Context: an optimization exercise on an open-source flow, tuned for small area, a short achievable clock period and few clock cycles per item. The choices shown serve that exercise and are no tape-out recipe. Power is estimated from default activity; no workload was simulated.

Setup of job 4025:
==> module llf_rx, before the edit <==
module llf_rx (
    input  wire        clk,
    input  wire        rst,
    input  wire        rx_req_valid,
    input  wire [15:0] rx_req_cap,
    output reg         rx_req_ready,
    input  wire        src_valid,
    input  wire        src_err,
    input  wire [7:0]  src_data,
    output reg         src_ready,
    output reg         rxbuf_we,
    output wire [15:0] rxbuf_addr,
    output reg  [7:0]  rxbuf_data,
    output reg         rx_resp_valid,
    output wire [1:0]  rx_resp_status,
    output wire [15:0] rx_resp_len
);
    localparam [7:0] START_M  = 8'hFA,
                     DSTART_M = 8'hFB,
                     STOP_M   = 8'hFE;
    localparam [7:0] CRC_FA = 8'hE8,
                     CRC_FB = 8'hEF;
    reg        armed;
    reg        s_wait, s_lo, s_hi, s_hc, s_ds, s_pay, s_fc, s_stop;
    reg [3:0]  rlo;
    reg [11:0] rhi;
    reg        rpend;
    reg [15:0] idx;      
    reg [15:0] capm2;    
    reg [7:0]  crc;
    reg        wok;      
    reg        ov;       
    reg        err_st;
    wire [7:0] b    = src_data;
    wire       step = src_valid & armed;
    wire       go   = step & ~src_err;
    assign rxbuf_addr     = idx;
    assign rx_resp_status = {1'b0, err_st};
    assign rx_resp_len    = idx;
    wire [7:0] crc_upd;
    llf_crc8 u_crc (.c(crc), .b(b), .y(crc_upd));
    wire [15:0] idx1, rhi1, reqm1;
    llf_step16 #(0) u_inc (.x(idx), .y(idx1));
    llf_step16 #(1) u_dec (.x({4'd0, rhi}), .y(rhi1));
    wire [3:0]  rlo1 = rlo - 4'd1;
    llf_step16 #(1) u_cap (.x({1'b0, rx_req_cap[15:1]}), .y(reqm1));
    wire cap_hit = idx == capm2;
    wire capnz   = capm2 != 16'hFFFE;
    wire hiz    = rhi == 12'd0;
    wire last   = hiz & (rlo == 4'd1);
    wire lenz   = hiz & (rlo == 4'd0);
    wire is_fa  = b == START_M;
    wire is_fb  = b == DSTART_M;
    wire is_fe  = b == STOP_M;
    wire crc_eq = b == crc;
    wire fc_ok  = crc_eq & ~ov;
    wire done   = step & (src_err | (s_stop & is_fe));
    wire [7:0] crc_nx = ({8{step & s_wait}} & CRC_FA) | ({8{step & s_ds}} & CRC_FB)
                      | ({8{step & ~s_wait & ~s_ds}} & crc_upd) | ({8{~step}} & crc);
    wire armed_nx = armed ? ~done : rx_req_valid;
    wire        i_ff  = go & s_ds;
    wire        i_inc = go & (s_pay | s_fc);
    wire        i_clr = step & src_err;
    wire        i_hld = ~(i_ff | i_inc | i_clr);
    wire [15:0] idx_nx = {16{i_ff}} | ({16{i_inc}} & idx1) | ({16{i_hld}} & idx);
    wire        r_lo  = go & s_lo;
    wire        r_hi  = go & s_hi;
    wire        r_dec = go & s_pay;
    wire        r_hld = ~(r_lo | r_hi | r_dec);
    wire [3:0]  rlo_nx = ({4{r_lo}} & b[3:0]) | ({4{r_dec}} & rlo1)
                       | ({4{~r_lo & ~r_dec}} & rlo);
    wire        h_dec  = rpend & ~r_lo & ~r_hi;
    wire [11:0] rhi_nx = {({8{r_hi}} & b) | ({8{h_dec}} & rhi1[11:4])
                          | ({8{~r_hi & ~h_dec}} & rhi[11:4]),
                          ({4{r_lo}} & b[7:4]) | ({4{h_dec}} & rhi1[3:0])
                          | ({4{~r_lo & ~h_dec}} & rhi[3:0])};
    wire        rpend_nx = r_dec & (rlo == 4'd0);
    wire wok_nx = (go & s_ds & capnz)
                | (wok & ~(go & s_ds) & ~(go & s_pay & cap_hit));
    wire ov_nx  = (ov & ~(go & s_ds)) | (go & s_pay & ~wok);
    always @(posedge clk) begin
        rxbuf_data <= b;
        idx <= idx_nx;
        rlo   <= rlo_nx;
        rhi   <= rhi_nx;
        rpend <= rpend_nx;
        wok <= wok_nx;
        ov  <= ov_nx;
        crc <= crc_nx;
        if (step)
            err_st <= src_err;
        if (!armed)
            capm2 <= {reqm1[14:0], rx_req_cap[0]};
    end
    always @(posedge clk) begin
        if (rst) begin
            armed         <= 1'b0;
            src_ready     <= 1'b0;
            rx_req_ready  <= 1'b1;
            s_wait        <= 1'b1;
            s_lo          <= 1'b0;
            s_hi          <= 1'b0;
            s_hc          <= 1'b0;
            s_ds          <= 1'b0;
            s_pay         <= 1'b0;
            s_fc          <= 1'b0;
            s_stop        <= 1'b0;
            rxbuf_we      <= 1'b0;
            rx_resp_valid <= 1'b0;
        end else begin
            rxbuf_we      <= go & s_pay & wok;
            rx_resp_valid <= done;
            armed         <= armed_nx;
            src_ready     <= armed_nx;
            rx_req_ready  <= ~armed_nx;
            if (step) begin
                if (src_err) begin
                    s_wait <= 1'b1;
                    s_lo   <= 1'b0;
                    s_hi   <= 1'b0;
                    s_hc   <= 1'b0;
                    s_ds   <= 1'b0;
                    s_pay  <= 1'b0;
                    s_fc   <= 1'b0;
                    s_stop <= 1'b0;
                end else begin
                    s_wait <= (s_wait & ~is_fa) | (s_hc & ~crc_eq) | (s_ds & ~is_fb)
                            | (s_fc & ~fc_ok) | s_stop;
                    s_lo   <= s_wait & is_fa;
                    s_hi   <= s_lo;
                    s_hc   <= s_hi;
                    s_ds   <= s_hc & crc_eq;
                    s_pay  <= (s_ds & is_fb & ~lenz) | (s_pay & ~last);
                    s_fc   <= (s_ds & is_fb & lenz) | (s_pay & last);
                    s_stop <= s_fc & fc_ok;
                end
            end
        end
    end
endmodule
==> flow/config.mk <==
export PLATFORM = sky130hd
export DESIGN_NAME = llf
export DESIGN_NICKNAME = llf
export VERILOG_FILES = /design/flow/design.v
export SDC_FILE = /design/flow/constraint.sdc
export NUM_CORES = 4
export LEC_CHECK = 0
export ABC_CLOCK_PERIOD_IN_PS = 1500
export CAP_MARGIN = 20
export CORE_MARGIN = 2
export CORE_UTILIZATION = 40
export CTS_BUF_LIST = sky130_fd_sc_hd__clkbuf_8
export CTS_CLUSTER_SIZE = 32
export SETUP_SLACK_MARGIN = 2.2
export SLEW_MARGIN = 20
export TNS_END_PERCENT = 0
==> flow/constraint.sdc <==
create_clock -name core_clock -period 4.0 [get_ports {clk}]
set_input_delay 0.8000 -clock core_clock [delete_from_list [all_inputs] [get_ports {clk}]]
set_output_delay 0.8000 -clock core_clock [all_outputs]
set_load 0.01 [all_outputs]
standard.sh (not shown) runs the stock make flow with config.mk's settings and CLKGATE_MAP_FILE= SYNTH_SCRIPT=/design/flow/synth_recipe.tcl, a recipe that flattens the netlist after the stock synthesis.
==> flow/flow/run.sh <==
#!/bin/bash
# The standard layout, with the port buffers made of sky130_fd_sc_hd__buf_2
# cells instead of the default choice. Every port still gets its buffer.
bash standard.sh "BUFFER_PORTS_ARGS=-buffer_cell sky130_fd_sc_hd__buf_2" finish > standard.log 2>&1
For job 3064, these inputs were changed with respect to job 4025:
-- flow/design.v --
<<< job 4025, line 93
    reg [15:0] idx;      
    reg [15:0] capm2;    
    reg [7:0]  crc;
    reg        wok;      
>>> job 3064, line 93
    reg [15:0] idx;      
    reg [15:0] capm2;    
    reg        fresh;
    reg [7:0]  crc;
    reg        wok;      
<<< job 4025, line 109
    llf_step16 #(1) u_dec (.x({4'd0, rhi}), .y(rhi1));
    wire [3:0]  rlo1 = rlo - 4'd1;
    llf_step16 #(1) u_cap (.x({1'b0, rx_req_cap[15:1]}), .y(reqm1));
    wire cap_hit = idx == capm2;
    wire capnz   = capm2 != 16'hFFFE;
>>> job 3064, line 110
    llf_step16 #(1) u_dec (.x({4'd0, rhi}), .y(rhi1));
    wire [3:0]  rlo1 = rlo - 4'd1;
    llf_step16 #(1) u_cap (.x({1'b0, capm2[15:1]}), .y(reqm1));
    wire cap_hit = idx == capm2;
    wire capnz   = capm2 != 16'hFFFE;
<<< job 4025, line 156
            err_st <= src_err;
        if (!armed)
            capm2 <= {reqm1[14:0], rx_req_cap[0]};
    end
    always @(posedge clk) begin
>>> job 3064, line 157
            err_st <= src_err;
        if (!armed)
            capm2 <= rx_req_cap;
        else if (fresh)
            capm2 <= {reqm1[14:0], capm2[0]};
        fresh <= ~armed;
    end
    always @(posedge clk) begin
### Flow results
After detailed routing, job 4025 needs less wire than job 3064.
On fmax: between job 4025 and job 3064, it ends up higher for job 4025.
Reported for job 4025 and job 3064, count of input and output buffers turned out identical to the last digit.
Sequential fraction of design power is higher on job 3064
Job 3064 vs job 4025: clock network area share down in job 3064
Clock edge transition at the registers on the reported setup and hold paths across job 4025 and job 3064: no real change.
Delta(sequential cell count, job 3064 - job 4025) > 0
Row number of DRC markers after the initial detailed-route iteration: job 3064 higher / job 4025 lower
Re portion of total power attributed to combinational logic: job 4025 was lower than job 3064.
Compared to job 4025, job 3064 shows a narrower setup margin.
Going from job 4025 to job 3064, number of instances in the synthesized netlist higher, final total power lower, CTS buffer count roughly the same, summed area of non-filler cells in the final layout higher.
No run of this note included a check of the RTL's function; only the layout flow was run.

## static timing again, ports no longer ideal
In the flow no input, the clock included, has a driving cell. The finished layouts below were timed again as built, in two steps.
Step 1 assumes that a clkbuf_16 drives the clock port and a buf_2 every other input.
Step 2 times the ports against the registers' clock, not the clock port: input delays grow and output delays shrink by t, the midpoint of the rising clock arrivals with the driver on.
Three values: ideal, step 1, step 2; two values: the first two.
run	shift t [ns]	setup WS [ns]	clock arrival spread, ns	worst register clock-pin slew, ns	pins driven straight from the clock port
job 4025	0.495	2.019 / 2.025 / 1.533	0.009 / 0.009	0.09 / 0.09	1
job 3064	0.497	1.874 / 1.874 / 1.530	0.018 / 0.017	0.10 / 0.10	1
After both steps every run listed still meets setup and hold. For job 4025, which loses most, drivers alone change the setup slack by +0.006 ns; drivers and shift together by -0.486 ns.
